What follows belongs to an exercise in optimizing a design on an open flow for small area, a short achievable clock period and few clock cycles per item; a production flow would make more cautious choices. Only simulation tests tie the RTL to the original design; equivalence was not proved.

// kwf
module kwf (
    input  wire        clk,
    input  wire        rst,
    input  wire        cfg_we,
    input  wire [2:0]  cfg_addr,
    input  wire [63:0] cfg_wdata,
    input  wire        clr,
    input  wire        in_valid,
    output reg         in_ready,
    input  wire [1:0]  in_ch,
    input  wire [63:0] in_x,
    output reg         out_valid,
    output reg  [1:0]  out_ch,
    output reg  [63:0] out_y
);
    localparam NCH = 4;
    reg [63:0] r1 [0:2];
    reg [63:0] r2 [0:2];
    reg [2:0]  r1z, r2z;
    reg [63:0] x1 [0:NCH-1];
    reg [63:0] y1 [0:NCH-1];
    reg [63:0] s1 [0:NCH-1];
    reg [63:0] s2 [0:NCH-1];
    reg [3:0] zx1, zy1, zs1, zs2;
    reg rst_q, clr_q;
    always @(posedge clk) begin
        rst_q <= rst;
        clr_q <= clr;
    end
    reg [2:0] ph;
    wire ph0 = ph[0], ph1 = ph[1], ph2 = ph[2];
    always @(posedge clk)
        if (rst) ph <= 3'b001;
        else     ph <= {ph[1:0], ph[2]};
    reg        ib_v;
    reg [1:0]  ib_ch;
    reg [63:0] ib_x;
    reg        st0;             
    reg [7:1] rec_v;
    reg [1:0] rec_ch [1:7];
    wire haz = (rec_v[1] && rec_ch[1] == ib_ch) ||
               (rec_v[2] && rec_ch[2] == ib_ch) ||
               (rec_v[3] && rec_ch[3] == ib_ch);
    wire start = ph0 && ib_v && !haz;
    integer k;
    always @(posedge clk) begin
        if (in_ready) begin
            ib_x  <= in_x;
            ib_ch <= in_ch;
        end
        if (rst) begin
            ib_v     <= 1'b0;
            st0      <= 1'b0;
            rec_v    <= 7'd0;
            in_ready <= 1'b0;
        end else begin
            if (ph0) st0 <= start;
            in_ready <= ph1 && (!ib_v || st0);
            if (in_ready)      ib_v <= in_valid;
            else if (ph2 && st0) ib_v <= 1'b0;
            if (ph2) begin
                rec_v <= {rec_v[6:1], st0};
                if (clr_q) rec_v <= 7'd0;
            end else if (clr_q) rec_v <= 7'd0;
            if (clr_q) st0 <= 1'b0;
        end
        if (ph2) begin
            rec_ch[1] <= ib_ch;
            for (k = 2; k <= 7; k = k + 1) rec_ch[k] <= rec_ch[k-1];
        end
    end
    reg  [63:0] m1_a, m1_b, m2_a, m2_b, a1_a, a1_b, a2_a, a2_b;
    reg         a1_sub, a2_sub;
  ...
Settings: LEC_CHECK=0, CAP_MARGIN=30, CELL_PAD_IN_SITES_DETAIL_PLACEMENT=1, CELL_PAD_IN_SITES_GLOBAL_PLACEMENT=1, CORE_MARGIN=2, CORE_UTILIZATION=40, SLEW_MARGIN=30, SETUP_SLACK_MARGIN=22.5, REMOVE_ABC_BUFFERS=1; clock period 30.0 ns.
standard.sh (not shown) runs the stock make flow with config.mk's settings and CLKGATE_MAP_FILE= SYNTH_SCRIPT=/design/flow/synth_recipe.tcl, a recipe that flattens the netlist after the stock synthesis.
==> flow/flow/run.sh <==
#!/bin/bash
# Standard layout (the standard.sh), with timing repair asked to aim
# for a much larger setup slack than the 30 ns clock needs, and ABC's
# buffers removed so that the resizer rebuffers the netlist.
set -e
cat >> config.mk <<'CFG'
export SETUP_SLACK_MARGIN = 22.5
export REMOVE_ABC_BUFFERS = 1
CFG
bash standard.sh > standard.log 2>&1
Testbench counts at the start, summed over its fixed seeds: cycles 14,494, items 4,800.
Change:
--- a/flow/flow/run.sh
+++ b/flow/flow/run.sh
@@ -5,5 +5,5 @@
 set -e
 cat >> config.mk <<'CFG'
-export SETUP_SLACK_MARGIN = 22.5
+export SETUP_SLACK_MARGIN = 23
 export REMOVE_ABC_BUFFERS = 1
 CFG
- CAP_MARGIN: 30 -> 20
- CTS_CLUSTER_DIAMETER: not set -> 174
- CTS_CLUSTER_SIZE: not set -> 18
- SETUP_SLACK_MARGIN: 22.5 -> 23
- SLEW_MARGIN: 30 -> 20
Outcome: The changed run went through all stages and came out clean. Final area went down slightly. Via count stays flat. Utilization went down by 0.36 points. Routed wire length went up slightly. Setup slack improves by 0.037 ns. Critical path depth stays the same. Sequential cell count is unchanged. Maximum frequency went up slightly.
Change:
- CAP_MARGIN: 20 -> 25
- SLEW_MARGIN: 20 -> 25
The changed run ran to the end with no violations.
Non-clock buffer count grows by 24.
Hold slack loses 0.062 ns.
Core utilization hardly moves.
Design area barely changes.
Synthesized area does not change.
First-iteration DRC count rose by 0.64%.
Maximum frequency went down by 0.70%.
Change:
- CTS_CLUSTER_DIAMETER: 174 -> not set
- CTS_CLUSTER_SIZE: 18 -> not set
=> Worst setup slack gains 0.016 ns. Via count is higher by about 0.7%. Maximum frequency stays flat. Global-route usage is higher by 0.12 points. Non-clock buffer count is higher by 37. Cell area is higher by about 2.3%. Utilization is higher by 1.0 points.
Change:
- CAP_MARGIN: 25 -> 30
- SLEW_MARGIN: 25 -> 30
What happened:
- clock-buffer cell count increases by 21
- worst setup slack gets better by 0.018 ns
- hold slack gets worse by 0.029 ns
- synthesized area does not change

[what the ideal ports hide]
In the flow no input, the clock included, has a driving cell. The finished layouts below were timed again as built, in two steps. Step 1 assumes that a clkbuf_16 drives the clock port and a buf_2 every other input. Step 2 adds t to the input delays and takes it off the output delays; t is the mean of the earliest and latest rising clock arrival at the registers after step 1. Input paths then give back, and output paths get back, about the clock's delay inside the block. Slacks: no drivers / after step 1 / after step 2; pairs: no drivers / after step 1.
| run | shift t [ns] | setup slack, ns | worst setup path after step 2 | slew at the worst register clock pin (ns) | worst slew at a driven data input, ns |
|---|---|---|---|---|---|
| the first run | 1.267 | 22.271 / 22.095 / 22.365 | register to register | 0.08 / 0.08 | 0.09 |
| the second run | 1.237 | 22.308 / 22.136 / 22.332 | register to register | 0.11 / 0.11 | 0.09 |
| the third run | 1.212 | 22.255 / 22.110 / 22.576 | input to register | 0.11 / 0.11 | 0.09 |
| the fourth run | 1.244 | 22.270 / 22.101 / 22.353 | register to register | 0.08 / 0.08 | 0.09 |
| the fifth run | 1.257 | 22.288 / 22.116 / 22.503 | input to register | 0.08 / 0.08 | 0.09 |
After both steps setup and hold are still met in every run listed.
